This design comes from an exercise in tuning for small area, a short achievable clock period and few clock cycles on the open sky130 flow, not from production work. Function was checked by simulation only, so behaviour that the tests miss may differ from the original. Power figures rest on the tool's default switching activity, not on a simulated workload.

==> job 8375: inputs <==
// gsh_core
module gsh_core (
    input  wire        clk,
    input  wire        rst,           
    input  wire        req_valid,
    output wire        req_ready,
    input  wire        req_we,
    input  wire [18:0] req_addr,
    input  wire [31:0] req_wdata,
    output reg         rsp_valid,
    output wire [31:0] rsp_rdata
);
export LEC_CHECK = 0
export ABC_CLOCK_PERIOD_IN_PS = 3000
export CAP_MARGIN = 20
export CORE_MARGIN = 2
export CORE_UTILIZATION = 50
export PLACE_DENSITY = 0.65
export SETUP_SLACK_MARGIN = 5
export SLEW_MARGIN = 20
create_clock -name core_clock -period 10.0 [get_ports {clk}]
standard.sh (not shown) runs the stock make flow with config.mk's settings and CLKGATE_MAP_FILE= SYNTH_SCRIPT=/design/flow/synth_recipe.tcl, a recipe that flattens the netlist after the stock synthesis.
==> flow/flow/run.sh <==
#!/bin/bash
set -euo pipefail
MARGIN=6.8
export BUFFER_PORTS_ARGS="-buffer_cell sky130_fd_sc_hd__buf_4"
sed -e "s/SETUP_SLACK_MARGIN=[0-9.-]*/SETUP_SLACK_MARGIN=${MARGIN}/" standard.sh > standard_margin.sh
grep -q "SETUP_SLACK_MARGIN=${MARGIN}" standard_margin.sh
bash standard_margin.sh > standard_margin.log 2>&1
==> inputs of job 1893, as changes to job 8375 <==
--- a/flow/design.v
+++ b/flow/design.v
@@ -76,17 +76,18 @@
     reg  [7:0]  rbyte2;      
     assign req_ready = !busy;
     wire acc_req = req_valid && !busy;
     wire a_reg = (req_addr[18:6] == 13'd0) && (req_addr[1:0] == 2'd0) && (req_addr[5:2] <= 4'd9);
     wire a_msg = (req_addr[18:16] == 3'd1) && (req_addr[15:4] == 12'd0);
     wire a_str = (req_addr[18:16] == 3'd2) && (req_addr[15:4] == 12'd0);
     wire a_frm = (req_addr[18:17] == 2'b10) && (req_addr[16:5] == 12'd0) && (req_addr[4:3] != 2'b11);
-    wire [5:0] a_ba = a_frm ? {1'b1, req_addr[4:0]} :
-                      a_str ? {2'b01, req_addr[3:0]} :
-                      a_msg ? {2'b00, req_addr[3:0]} : {2'b00, req_addr[5:2]};
+    wire [5:0] a_ba = req_addr[18] ? {1'b1, req_addr[4:0]} :
+                      req_addr[17] ? {2'b01, req_addr[3:0]} :
+                      req_addr[16] ? {2'b00, req_addr[3:0]} : {2'b00, req_addr[5:2]};
+    wire       a_r0 = (req_addr[18:16] == 3'd0) && (req_addr[5:2] == 4'd0);
     wire a_cmd = req_we && (req_addr == 19'd0);
     wire [7:0]  i_opc = req_wdata[31:24];
     wire        i_a0  = (req_wdata[23:8] == 16'd0);
     wire        i_b0  = (req_wdata[7:0] == 8'd0);
     wire        i_ahi = (req_wdata[23:13] != 11'd0);
     wire        i_agt16 = i_ahi || (req_wdata[12:8] > 5'd16);
     reg  [3:0]  i_op;
@@ -104,33 +105,40 @@
             8'h21: i_op = i_a0 ? O_XOR : O_ILL;
             8'h30: i_op = (i_a0 && i_b0) ? O_ENC : O_ILL;
             8'h31: i_op = O_FWRAP;
             8'h32: i_op = (i_a0 && i_b0) ? O_DEC : O_ILL;
             default: i_op = O_ILL;
         endcase
     end
-    wire i_multi = (i_opc == 8'h10) || (i_opc == 8'h12) || (i_opc == 8'h13) ||
+    wire i_multi = (i_opc == 8'h12) || (i_opc == 8'h13) ||
                    (i_opc == 8'h14) || (i_opc == 8'h15) || (i_opc == 8'h20) ||
                    (i_opc == 8'h30) || (i_opc == 8'h32);
     wire [5:0] i_rba = (i_opc == 8'h14) ? 6'd16 : {2'b00, req_wdata[11:8]};
     wire [5:0] i_wba = (i_opc == 8'h15) ? 6'd16 :
                        (i_opc == 8'h30) ? 6'd32 : {2'b00, req_wdata[11:8]};
     reg        erun;
     reg [4:0]  ej;           
     reg [4:0]  erem;         
     wire        c_first = sv && s_cmd;
     wire [4:0]  op_a = sw[12:8];
     wire [7:0]  op_b = sw[7:0];
     wire [3:0]  eop  = s_op;
+    reg  [6:0] r_hi;
+    reg  [7:0] r_lo;
     reg  [7:0] r1;
-    integer rb;
+    reg  [7:0] r1g;
+    integer rg, rk;
     always @(*) begin
         r1 = 8'd0;
-        for (rb = 0; rb < 56; rb = rb + 1)
-            r1 = r1 | ({8{r_ba == rb}} & mem[8*rb +: 8]);
+        for (rg = 0; rg < 7; rg = rg + 1) begin
+            r1g = 8'd0;
+            for (rk = 0; rk < 8; rk = rk + 1)
+                r1g = r1g | ({8{r_lo[rk]}} & mem[8*(8*rg + rk) +: 8]);
+            r1 = r1 | ({8{r_hi[rg]}} & r1g);
+        end
     end
     wire [127:0] msg_v = mem[127:0];
     reg  [7:0] r2;
     always @(*) begin
         case (r_ba[3:1])
             3'd0: r2 = mem[8*1 +: 8];
             3'd1: r2 = mem[8*3 +: 8];
@@ -139,19 +147,23 @@
             3'd4: r2 = mem[8*9 +: 8];
             3'd5: r2 = mem[8*11 +: 8];
             3'd6: r2 = mem[8*13 +: 8];
             default: r2 = mem[8*15 +: 8];
         endcase
     end
     wire [127:0] frb_v = mem[8*35 +: 128];
-    wire oor_1  = s_ahi || (op_a >= msg_len);                        
-    wire [5:0] a_p1 = {1'b0, op_a} + 6'd1;
-    wire oor_2  = s_ahi || (a_p1 >= {1'b0, msg_len});                
-    wire [5:0] a_pc = {1'b0, op_a} + {1'b0, count_r[4:0]};
-    wire oor_s  = s_ahi || (count_r[15:5] != 11'd0) || (a_pc >= {1'b0, msg_len});
+    wire [4:0]  len_e = (c_first && (s_op == O_WRAP || s_op == O_CREATE) && !s_agt16) ? op_a : msg_len;
+    wire [15:0] cnt_e = (sv && !s_rd && s_reg && w_ba[3:0] == 4'd5) ? sw : count_r;
+    wire [4:0]  i_a   = req_wdata[12:8];
+    wire [5:0]  i_ap1 = {1'b0, i_a} + 6'd1;
+    wire [5:0]  i_apc = {1'b0, i_a} + {1'b0, cnt_e[4:0]};
+    wire i_oor1 = i_ahi || (i_a >= len_e);                                       
+    wire i_oor2 = i_ahi || (i_ap1 >= {1'b0, len_e});                             
+    wire i_oors = i_ahi || (cnt_e[15:5] != 11'd0) || (i_apc >= {1'b0, len_e});   
+    reg  oor_1, oor_2, oor_s;
     wire [15:0] dec_n   = {mem[8*33 +: 8], mem[8*34 +: 8]};
     wire        dec_mal = (frm_len < 5'd8);
     wire [4:0]  flm8    = frm_len - 5'd8;
     wire        dec_tr  = (dec_n[15:5] != 11'd0) || (dec_n[4:0] > flm8);
     wire [4:0] dec_n2  = (sv && w_en && w_ba == 6'd34) ? sw[4:0] : mem[8*34 +: 5];
     wire [5:0] dec_rba = 6'd35 + {1'b0, dec_n2};
     wire [4:0] crc_pairs = {1'b0, msg_len[4:1]} + {4'd0, msg_len[0]};
@@ -201,32 +213,22 @@
             n_run  = erun && (erem != 5'd0);
             n_busy = erun && (erem[4:1] != 4'd0);
             case (eop)
             O_ILL: st_c = ST_ILLEGAL;
             O_CREATE, O_WRAP: if (s_agt16) st_c = ST_LEN_OVF;
             O_FWRAP: if (s_lbig) st_c = ST_LEN_OVF;
             O_GETU8: if (oor_1) st_c = ST_OUT_RANGE;
-            O_SETU8: begin
-                if (c_first) begin
-                    if (oor_1) st_c = ST_OUT_RANGE;
-                    else begin
-                        n_run = 1'b1; n_rem = 5'd0;
-                        n_wen = 1'b1; n_wsel = W_SW; n_wba = w_ba;
-                    end
-                end
-            end
-            O_SETU16: begin
+            O_SETU8: if (oor_1) st_c = ST_OUT_RANGE;     
+            O_SETU16: begin                              
                 if (c_first) begin
                     if (oor_2) st_c = ST_OUT_RANGE;
                     else begin
-                        n_run = 1'b1; n_rem = 5'd1; n_busy = 1'b1;
-                        n_wen = 1'b1; n_wsel = W_DHI; n_wba = w_ba;
+                        n_run = 1'b1; n_rem = 5'd0;
+                        n_wen = 1'b1; n_wsel = W_DLO;
                     end
-                end else if (ej == 5'd1) begin
-                    n_wen = 1'b1; n_wsel = W_DLO;
                 end
             end
             O_GETU16: begin
                 if (c_first) begin
                     if (oor_2) st_c = ST_OUT_RANGE;
                     else begin
                         n_run = 1'b1; n_rem = 5'd0;
@@ -371,37 +373,46 @@
             4'd7: reg_val = {8'd0, xor2};
             4'd8: reg_val = crc_r;
             4'd9: reg_val = 16'd16;
             default: reg_val = 16'd0;
         endcase
     end
     always @(posedge clk) begin
-        if (sv && s_rd)
-            rd_q <= s_reg ? reg_val : (s_buf ? {8'd0, r1} : 16'd0);
+        rd_q <= s_reg ? reg_val : (s_buf ? {8'd0, r1} : 16'd0);
     end
     assign rsp_rdata = {16'd0, rd_q};
+    wire [5:0] r_ba_n = acc_req ? (a_r0 ? ((i_opc == 8'h32) ? dec_rba : i_rba) : a_ba) :
+                        run ? n_rba : r_ba;
+    integer oh;
+    always @(posedge clk) begin
+        for (oh = 0; oh < 7; oh = oh + 1) r_hi[oh] <= (r_ba_n[5:3] == oh);
+        for (oh = 0; oh < 8; oh = oh + 1) r_lo[oh] <= (r_ba_n[2:0] == oh);
+    end
     always @(posedge clk) begin
         rbyte  <= r1;
         rbyte2 <= r2;
         crc_en2 <= n_crc2;
         if (acc_req) begin
             s_rd    <= !req_we;
-            s_reg   <= a_reg && !a_cmd;
+            s_reg   <= a_reg && (req_addr[5:2] != 4'd0);     
             s_buf   <= a_msg | a_str | a_frm;
             s_cmd   <= a_cmd;
             s_op    <= i_op;
             s_ahi   <= i_ahi;
             s_agt16 <= i_agt16;
             s_lbig  <= (req_wdata[23:5] != 19'd0) || (req_wdata[4:0] > 5'd24);
             sw      <= req_wdata[15:0];
-            r_ba    <= a_cmd ? ((i_opc == 8'h32) ? dec_rba : i_rba) : a_ba;
-            w_ba    <= a_cmd ? i_wba : a_ba;
-            w_sel   <= W_SW;
+            oor_1   <= i_oor1;
+            oor_2   <= i_oor2;
+            oor_s   <= i_oors;
+            r_ba    <= r_ba_n;
+            w_ba    <= a_r0 ? i_wba : a_ba;
+            w_sel   <= (a_cmd && i_opc == 8'h12) ? W_DHI : W_SW;
         end else if (run) begin
-            r_ba    <= n_rba;
+            r_ba    <= r_ba_n;
             w_ba    <= n_wba;
             w_sel   <= n_wsel;
         end
         crc_init <= n_crci;
         erem <= n_rem;
         ej   <= erun ? ejn : 5'd1;
     end
@@ -429,15 +440,17 @@
         end else begin
             sv        <= acc_req;
             rsp_valid <= sv && s_rd;
             erun      <= n_run;
             busy      <= (acc_req && a_cmd && i_multi) || n_busy;
             crc_en    <= n_crc;
             if (acc_req) begin
-                w_en <= req_we && (a_msg | a_str | a_frm);
+                w_en <= req_we && (a_msg | a_str | a_frm) ||
+                        a_cmd && (i_opc == 8'h10) && !i_oor1 ||
+                        a_cmd && (i_opc == 8'h12) && i_b0 && !i_oor2;
                 p_on <= a_cmd && ((i_opc == 8'h01 && i_b0 && !i_agt16) || (i_opc == 8'h21 && i_a0));
                 p_cr <= (i_opc == 8'h01);
                 p_xo <= (i_opc == 8'h21);
                 p_dc <= 1'b0;
             end else begin
                 w_en <= run && n_wen;
                 p_on <= run && n_pon;
==> flow/flow/run.sh (replaced) <==
#!/bin/bash
set -euo pipefail
MARGIN=7.2
export BUFFER_PORTS_ARGS="-buffer_cell sky130_fd_sc_hd__buf_4"
sed -e "s/SETUP_SLACK_MARGIN=[0-9.-]*/SETUP_SLACK_MARGIN=${MARGIN}/" standard.sh > standard_margin.sh
grep -q "SETUP_SLACK_MARGIN=${MARGIN}" standard_margin.sh
bash standard_margin.sh > standard_margin.log 2>&1
--- a/flow/config.mk
+++ b/flow/config.mk
@@ -5,10 +5,12 @@
 export SDC_FILE = /design/flow/constraint.sdc
 export NUM_CORES = 4
 export LEC_CHECK = 0
 export ABC_CLOCK_PERIOD_IN_PS = 3000
 export CAP_MARGIN = 20
 export CORE_MARGIN = 2
 export CORE_UTILIZATION = 50
+export CTS_BUF_LIST = sky130_fd_sc_hd__clkbuf_4 sky130_fd_sc_hd__clkbuf_8
 export PLACE_DENSITY = 0.65
 export SETUP_SLACK_MARGIN = 5
 export SLEW_MARGIN = 20
+export TNS_END_PERCENT = 0
==> run notes <==
metric	job 8375	job 1893
Result of the run	finished clean	finished clean
Register bit count reported by yosys	623	640
Starting DRC count in detailed routing	7,318	4,883
Root cell of the clock tree	clkbuf_16	clkbuf_8
Non-CTS inverters	63	73
Post-synthesis share of cell area spent on full adders, half adders and majority gates	2.44%	2.46%
Sequential element share of the synthesized area	49.8%	51.7%
R2R Setup Slk	6620 ps	6480 ps
Multi-input gates	2,570	2,291
# Taps	931	873
Met2 global-route usage	64.8%	53.7%
GRT Resource Usage Total	49.2%	37.1%
Mux share of post-synthesis cell area	3.10%	3.38%
Cts bufs inserted	71	111
Req. time, crit path	10,410 ps	10,580 ps
Average via count per standard cell	7.31	6.94
Final worst-path cycle share	33.8%	35.2%
Post-CTS resize count	230	70
P_int	4.96 mW	4.68 mW
Destination of the critical timing path	rd_q[2]	xor2[7]
Number of enable-type register cells in the synthesized netlist	492	482
Testbench counts of job 8375, summed over its fixed seeds: cycles 15,402.
Testbench counts of job 1893, summed over its fixed seeds: cycles 15,330.

static timing again, ports no longer ideal:
No port has a modelled driver above. Below, the same layouts with a new extraction and two added sets of constraints. Step 1: set_driving_cell puts a clkbuf_16 on clk and a buf_2 on each other input, an assumption about the parent block. Step 2 also shifts input and output timing later by t, the mid clock arrival at the registers, as if the neighbouring blocks saw the same clock. a / b / c = ideal ports / drivers / drivers and shift; a / b = the first two.
run	t (ns)	setup slack, ns	worst slew at a driven data input, ns
job 8375	0.706	6.621 / 6.621 / 5.974	0.08
job 1893	0.802	6.481 / 6.481 / 5.858	0.07
After both steps every run listed still meets setup and hold. The setup slack of job 8375, which loses most, moves by 0.000 ns with the drivers and by -0.647 ns with both steps.
